This is an optimization exercise on Yosys and OpenROAD, whose aim is small area, a short achievable clock period and few clock cycles, not a production implementation.

## sprite_render
module sprite_render (
    input  wire        clk,
    input  wire        rst,
    input  wire        start,
    output wire        busy,
    output reg         done,
    input  wire [2:0]  cfg_grid_w_m1,    
    input  wire [2:0]  cfg_grid_h_m1,    
    input  wire [2:0]  cfg_fb_tx_m1,     
    input  wire [2:0]  cfg_fb_ty_m1,     
    input  wire        cfg_gated,        
    input  wire [10:0] cfg_spr_off,      
    input  wire [10:0] cfg_anim_off,     
    output reg         tbl_re,
    output reg         tbl_we,
    output reg  [10:0] tbl_addr,
    output reg  [7:0]  tbl_wdata,
    input  wire [7:0]  tbl_rdata,
    output reg         def_re,
    output reg  [13:0] def_addr,
    input  wire [7:0]  def_rdata,
    output reg         fb_we,
    output reg  [11:0] fb_addr,
    output reg  [7:0]  fb_wdata
);
For scale: ~800 cells after synthesis, about 150 flip-flops, about 110 I/O pins, about 0.0081 sq mm of cells after synthesis.
export LEC_CHECK = 0
export CAP_MARGIN = 20
export CORE_MARGIN = 2
export CORE_UTILIZATION = 60
export CTS_BUF_LIST = sky130_fd_sc_hd__clkbuf_4 sky130_fd_sc_hd__clkbuf_8
export SETUP_SLACK_MARGIN = 4.35
export SLEW_MARGIN = 20
create_clock -name core_clock -period 6.5 [get_ports {clk}]
standard.sh (not shown) runs the stock make flow with config.mk's settings and CLKGATE_MAP_FILE= SYNTH_SCRIPT=/design/flow/synth_recipe.tcl, a recipe that flattens the netlist after the stock synthesis.
==> flow/flow/run.sh <==
#!/bin/bash
# Standard layout, with plain buffers (buf_1) on the ports instead of the
# resizer's default choice. Every tool's output goes to flow.log here, and
# ORFS keeps each step's log under orfs/logs/.
set -euo pipefail
export BUFFER_PORTS_ARGS="-buffer_cell sky130_fd_sc_hd__buf_1"
bash standard.sh > flow.log 2>&1
The first run went through all stages and came out clean.
Rerun with:
==> flow/flow/run.sh (replaced) <==
#!/bin/bash
# Standard layout, with plain buffers (buf_2) on the ports instead of the
# resizer's default choice. Every tool's output goes to flow.log here, and
# ORFS keeps each step's log under orfs/logs/.
set -euo pipefail
export BUFFER_PORTS_ARGS="-buffer_cell sky130_fd_sc_hd__buf_2"
bash standard.sh > flow.log 2>&1
Settings changed: SETUP_SLACK_MARGIN 4.35 to 4.
Wire length shrinks by 4.9%.
Final cell count came out lower by 4.0%.
Sequential share of layout area goes up by 3.0 points.
First-iteration DRC count rises by 13%.
Non-clock buffer count goes down by 46.
Register-to-register slack gains 100 ps.
Fmax grows by 4.1%.
Rerun with:
==> flow/flow/run.sh (replaced) <==
#!/bin/bash
# Standard layout, with plain buffers (buf_1) on the ports instead of the
# resizer's default choice. Every tool's output goes to flow.log here, and
# ORFS keeps each step's log under orfs/logs/.
set -euo pipefail
export BUFFER_PORTS_ARGS="-buffer_cell sky130_fd_sc_hd__buf_1"
bash standard.sh > flow.log 2>&1
Settings changed: SETUP_SLACK_MARGIN 4 to 4.2.
=> The changed run ran to the end with no violations; routed wire length grows by a few percent; non-clock buffer count grows by 41; clock skew hardly moves.
No functional check of the RTL was part of any run of this note.

The RTL this note starts from:
==> flow/design.v <==
module sprite_render (
    input  wire        clk,
    input  wire        rst,
    input  wire        start,
    output wire        busy,
    output reg         done,
    input  wire [2:0]  cfg_grid_w_m1,    
    input  wire [2:0]  cfg_grid_h_m1,    
    input  wire [2:0]  cfg_fb_tx_m1,     
    input  wire [2:0]  cfg_fb_ty_m1,     
    input  wire        cfg_gated,        
    input  wire [10:0] cfg_spr_off,      
    input  wire [10:0] cfg_anim_off,     
    output reg         tbl_re,
    output reg         tbl_we,
    output reg  [10:0] tbl_addr,
    output reg  [7:0]  tbl_wdata,
    input  wire [7:0]  tbl_rdata,
    output reg         def_re,
    output reg  [13:0] def_addr,
    input  wire [7:0]  def_rdata,
    output reg         fb_we,
    output reg  [11:0] fb_addr,
    output reg  [7:0]  fb_wdata
);
    reg busy_r;
    assign busy = busy_r;
    wire accept = start && !busy_r;
    localparam T_IDLE  = 4'd0;
    localparam T_START = 4'd1;    
    localparam T_RA    = 4'd2;    
    localparam T_RS    = 4'd3;    
    localparam T_CD    = 4'd4;    
    localparam T_RN    = 4'd5;    
    localparam T_RK    = 4'd6;    
    localparam T_CK    = 4'd7;    
    localparam T_RSP   = 4'd8;    
    localparam T_RFC   = 4'd9;    
    localparam T_CFC   = 4'd10;   
    localparam T_WFC   = 4'd11;   
    localparam T_RD    = 4'd12;   
    localparam T_RN2   = 4'd13;   
    localparam T_CN    = 4'd14;   
    localparam T_WE    = 4'd15;   
    reg [3:0]  tstate;
    reg        te_fin;       
    reg [10:0] ea;           
    reg [2:0]  tcol, trow;   
    reg [5:0]  trb;          
    reg        r_gated;      
    reg [9:0]  r_a;          
    reg [7:0]  r_spr;        
    reg [5:0]  r_k;          
    reg        r_ge;         
    reg        rec_valid;    
    wire t_wrap = (tcol == cfg_grid_w_m1);
    wire t_last = t_wrap && (trow == cfg_grid_h_m1);
    wire        two   = (tstate == T_WE);
    wire [10:0] a_inc = {tbl_addr[10:1] + {9'd0, two | tbl_addr[0]}, tbl_addr[0] ^ ~two};
    wire [10:0] a_d   = tbl_addr + {1'b0, r_a} + {10'd0, r_gated && tstate == T_CD};
    wire        fc_ge = (tbl_rdata >= tbl_wdata);
    reg        pe_fin;       
    reg        v1;           
    reg [2:0]  p_xo;         
    reg        p_clipx;
    reg [2:0]  p_rhi;        
    reg [5:0]  p_row;        
    reg        p_last;       
    reg        p_wrap;       
    reg [2:0]  p_hi;         
    reg [3:0]  p_py;         
    reg [11:0] fb_a1;        
    wire [2:0] rr = def_addr[5:3];
    wire [2:0] cc = def_addr[2:0];
    wire [2:0] chi = p_clipx ? ~p_xo : 3'd7;
    wire       row_end  = (cc == p_hi);
    wire       tile_end = row_end && (rr == p_rhi);
    wire       take = rec_valid && (!def_re || tile_end);
    wire [3:0] px = {1'b0, p_xo} + {1'b0, cc};
    wire [3:0] py = p_py;
    wire [2:0] n_xo  = r_k[2:0];
    wire [2:0] n_yo  = r_k[5:3];
    wire [4:0] r_dy  = {1'b0, p_py} + 5'd1 - {2'b00, n_yo};   
    wire       r_cov = rec_valid && !r_dy[4] && !r_dy[3] && (n_xo < p_xo);
    wire [2:0] r_cut = n_xo + ~p_xo;                        
    wire [2:0] hi1   = p_wrap ? chi : (r_cov ? r_cut : 3'd7);
    always @(posedge clk) begin
        if (rst) begin
            busy_r    <= 1'b0;
            done      <= 1'b0;
            tstate    <= T_IDLE;
            tbl_re    <= 1'b0;
            tbl_we    <= 1'b0;
            rec_valid <= 1'b0;
            te_fin    <= 1'b0;
            pe_fin    <= 1'b0;
            def_re    <= 1'b0;
            v1        <= 1'b0;
            fb_we     <= 1'b0;
        end else begin
            done <= 1'b0;
            if (accept) begin
                busy_r <= 1'b1;
                te_fin <= 1'b0;
                pe_fin <= 1'b0;
            end else if (busy_r && te_fin && pe_fin && !def_re && !v1) begin
                busy_r <= 1'b0;
                done   <= 1'b1;
            end
            tbl_re <= 1'b0;
            tbl_we <= 1'b0;
            case (tstate)
                T_IDLE:  if (accept) tstate <= T_START;
                T_START: begin tbl_re <= 1'b1; tstate <= T_RA; end
                T_RA:    begin tbl_re <= 1'b1; tstate <= T_RS; end
                T_RS:    tstate <= T_CD;
                T_CD:    begin tbl_re <= 1'b1; tstate <= r_gated ? T_RK : T_RN; end
                T_RN:    begin tbl_re <= 1'b1; tstate <= T_RK; end
                T_RK: begin
                    if (r_gated) begin
                        tbl_re <= 1'b1;
                        tstate <= T_RSP;
                    end else begin
                        tstate <= T_CK;
                    end
                end
                T_CK:    begin rec_valid <= 1'b1; tbl_we <= 1'b1; tstate <= T_WE; end
                T_RSP:   begin rec_valid <= 1'b1; tbl_re <= 1'b1; tstate <= T_RFC; end
                T_RFC:   tstate <= T_CFC;
                T_CFC:   begin tbl_we <= 1'b1; tstate <= T_WFC; end
                T_WFC:   tstate <= r_ge ? T_RD : T_WE;
                T_RD:    begin tbl_re <= 1'b1; tstate <= T_RN2; end
                T_RN2:   tstate <= T_CN;
                T_CN:    begin tbl_we <= 1'b1; tstate <= T_WE; end
                T_WE: begin
                    if (t_last) begin
                        te_fin <= 1'b1;
                        tstate <= T_IDLE;
                    end else if (!rec_valid) begin
                        tbl_re <= 1'b1;
                        tstate <= T_RA;
                    end
                end
                default: tstate <= T_IDLE;
            endcase
            if (take)
                rec_valid <= 1'b0;
            if (take)
                def_re <= 1'b1;
            else if (def_re && tile_end)
                def_re <= 1'b0;
            if (def_re && tile_end && !take && p_last)
                pe_fin <= 1'b1;
            v1    <= def_re;
            fb_we <= v1;
        end
    end
    always @(posedge clk) begin
        case (tstate)
            T_START: begin
                ea       <= cfg_spr_off;
                tbl_addr <= cfg_spr_off;
                tcol     <= 3'd0;
                trow     <= 3'd0;
                trb      <= 6'd0;
                r_gated  <= cfg_gated;
            end
            T_RA:  tbl_addr <= a_inc;
            T_RS: begin
                r_a      <= r_gated ? {tbl_rdata, 2'b00} : {1'b0, tbl_rdata, 1'b0};
                tbl_addr <= cfg_anim_off;
            end
            T_CD: begin
                r_spr    <= tbl_rdata;
                tbl_addr <= a_d;
            end
            T_RN:  tbl_addr <= a_inc;
            T_RK: begin
                tbl_wdata <= tbl_rdata;            
                tbl_addr  <= a_inc;
            end
            T_CK: begin
                r_k      <= tbl_rdata[5:0];
                r_spr    <= r_spr + {6'd0, tbl_rdata[7:6]};
                tbl_addr <= ea;
            end
            T_RSP: begin
                r_k      <= tbl_rdata[5:0];
                r_spr    <= r_spr + {6'd0, tbl_rdata[7:6]};
                tbl_addr <= a_inc;
            end
            T_RFC: tbl_wdata <= tbl_rdata;         
            T_CFC: begin
                r_ge      <= fc_ge;
                tbl_wdata <= fc_ge ? 8'd0 : tbl_rdata + 8'd1;
            end
            T_WFC: tbl_addr <= r_ge ? cfg_anim_off : ea;
            T_RD:  tbl_addr <= a_d;
            T_CN: begin
                tbl_wdata <= tbl_rdata;
                tbl_addr  <= ea;
            end
            T_WE: begin
                if (!t_last && !rec_valid) begin
                    ea       <= a_inc;
                    tbl_addr <= a_inc;
                    if (t_wrap) begin
                        tcol <= 3'd0;
                        trow <= trow + 3'd1;
                        trb  <= trb + {3'd0, cfg_fb_tx_m1} + 6'd1;
                    end else begin
                        tcol <= tcol + 3'd1;
                    end
                end
            end
            default: ;
        endcase
        if (take) begin
            def_addr <= {r_spr, 6'd0};
            p_xo     <= r_k[2:0];
            p_py     <= {1'b0, r_k[5:3]};
            p_clipx  <= (tcol == cfg_fb_tx_m1);
            p_rhi    <= (trow == cfg_fb_ty_m1) ? ~r_k[5:3] : 3'd7;
            p_last   <= t_last;
            p_wrap   <= t_wrap;
            p_hi     <= (tcol == cfg_fb_tx_m1) ? ~r_k[2:0] : 3'd7;
            p_row    <= trb + {3'd0, tcol};
        end else if (row_end) begin
            def_addr[5:0] <= {rr + 3'd1, 3'd0};
            p_hi          <= hi1;
            p_py          <= p_py + 4'd1;
            if (py[2:0] == 3'd7)
                p_row <= p_row + {3'd0, cfg_fb_tx_m1} + 6'd1;
        end else begin
            def_addr[2:0] <= cc + 3'd1;
        end
        fb_a1    <= {p_row + {5'd0, px[3]}, py[2:0], px[2:0]};
        fb_addr  <= fb_a1;
        fb_wdata <= def_rdata;
    end
endmodule
export LEC_CHECK = 0
export CAP_MARGIN = 20
export CORE_MARGIN = 2
export CORE_UTILIZATION = 60
export CTS_BUF_LIST = sky130_fd_sc_hd__clkbuf_4 sky130_fd_sc_hd__clkbuf_8
export SETUP_SLACK_MARGIN = 4
export SLEW_MARGIN = 20
create_clock -name core_clock -period 6.5 [get_ports {clk}]
==> flow/flow/run.sh <==
#!/bin/bash
# Standard layout, with plain buffers (buf_1) on the ports instead of the
# resizer's default choice. Every tool's output goes to flow.log here, and
# ORFS keeps each step's log under orfs/logs/.
set -euo pipefail
export BUFFER_PORTS_ARGS="-buffer_cell sky130_fd_sc_hd__buf_1"
bash standard.sh > flow.log 2>&1
The first run completed with no timing, DRC or antenna violations.
==> next run, changes <==
==> flow/flow/run.sh (replaced) <==
#!/bin/bash
# Standard layout, with plain buffers (buf_2) on the ports instead of the
# resizer's default choice. Every tool's output goes to flow.log here, and
# ORFS keeps each step's log under orfs/logs/.
set -euo pipefail
export BUFFER_PORTS_ARGS="-buffer_cell sky130_fd_sc_hd__buf_2"
bash standard.sh > flow.log 2>&1
Cell area went up by 2.2%. Global-route usage went up by 0.36 points. Hold slack is about the same. Via count went down by 0.36%. Core utilization went up by 1.6 points. Routed wire length went down by 0.90%. Clock-buffer cell count is unchanged. Clock skew went down by 3.2 ps.
Function was not checked in any run of this note: the RTL went through the layout flow alone.

[re-timing with driven ports]
The results above use ideal ports. As a check the final layouts listed here were re-extracted and re-timed, cells and wires unchanged.
Step 1 assumes that a clkbuf_16 drives the clock port and a buf_2 every other input.
Step 2 also shifts input and output timing later by t, the mid clock arrival at the registers, as if the neighbouring blocks saw the same clock.
a / b / c = ideal / step 1 / step 2; a / b = the first two.
run	t, ns	setup WS [ns]	hold slack, ns
the first run of note 1	0.502	3.923 / 3.923 / 3.581	0.331 / 0.331 / 0.331
the second run of note 1	0.506	4.025 / 4.017 / 3.563	0.333 / 0.333 / 0.333
the third run of note 1	0.488	3.991 / 3.991 / 3.563	0.333 / 0.333 / 0.333
the first run of note 2	0.496	3.815 / 3.815 / 3.419	0.331 / 0.331 / 0.331
the second run of note 2	0.496	3.954 / 3.953 / 3.524	0.330 / 0.330 / 0.330
After both steps every run listed still meets setup and hold. For the second run of note 1, which loses most, drivers alone change the setup slack by -0.008 ns; drivers and shift together by -0.462 ns.
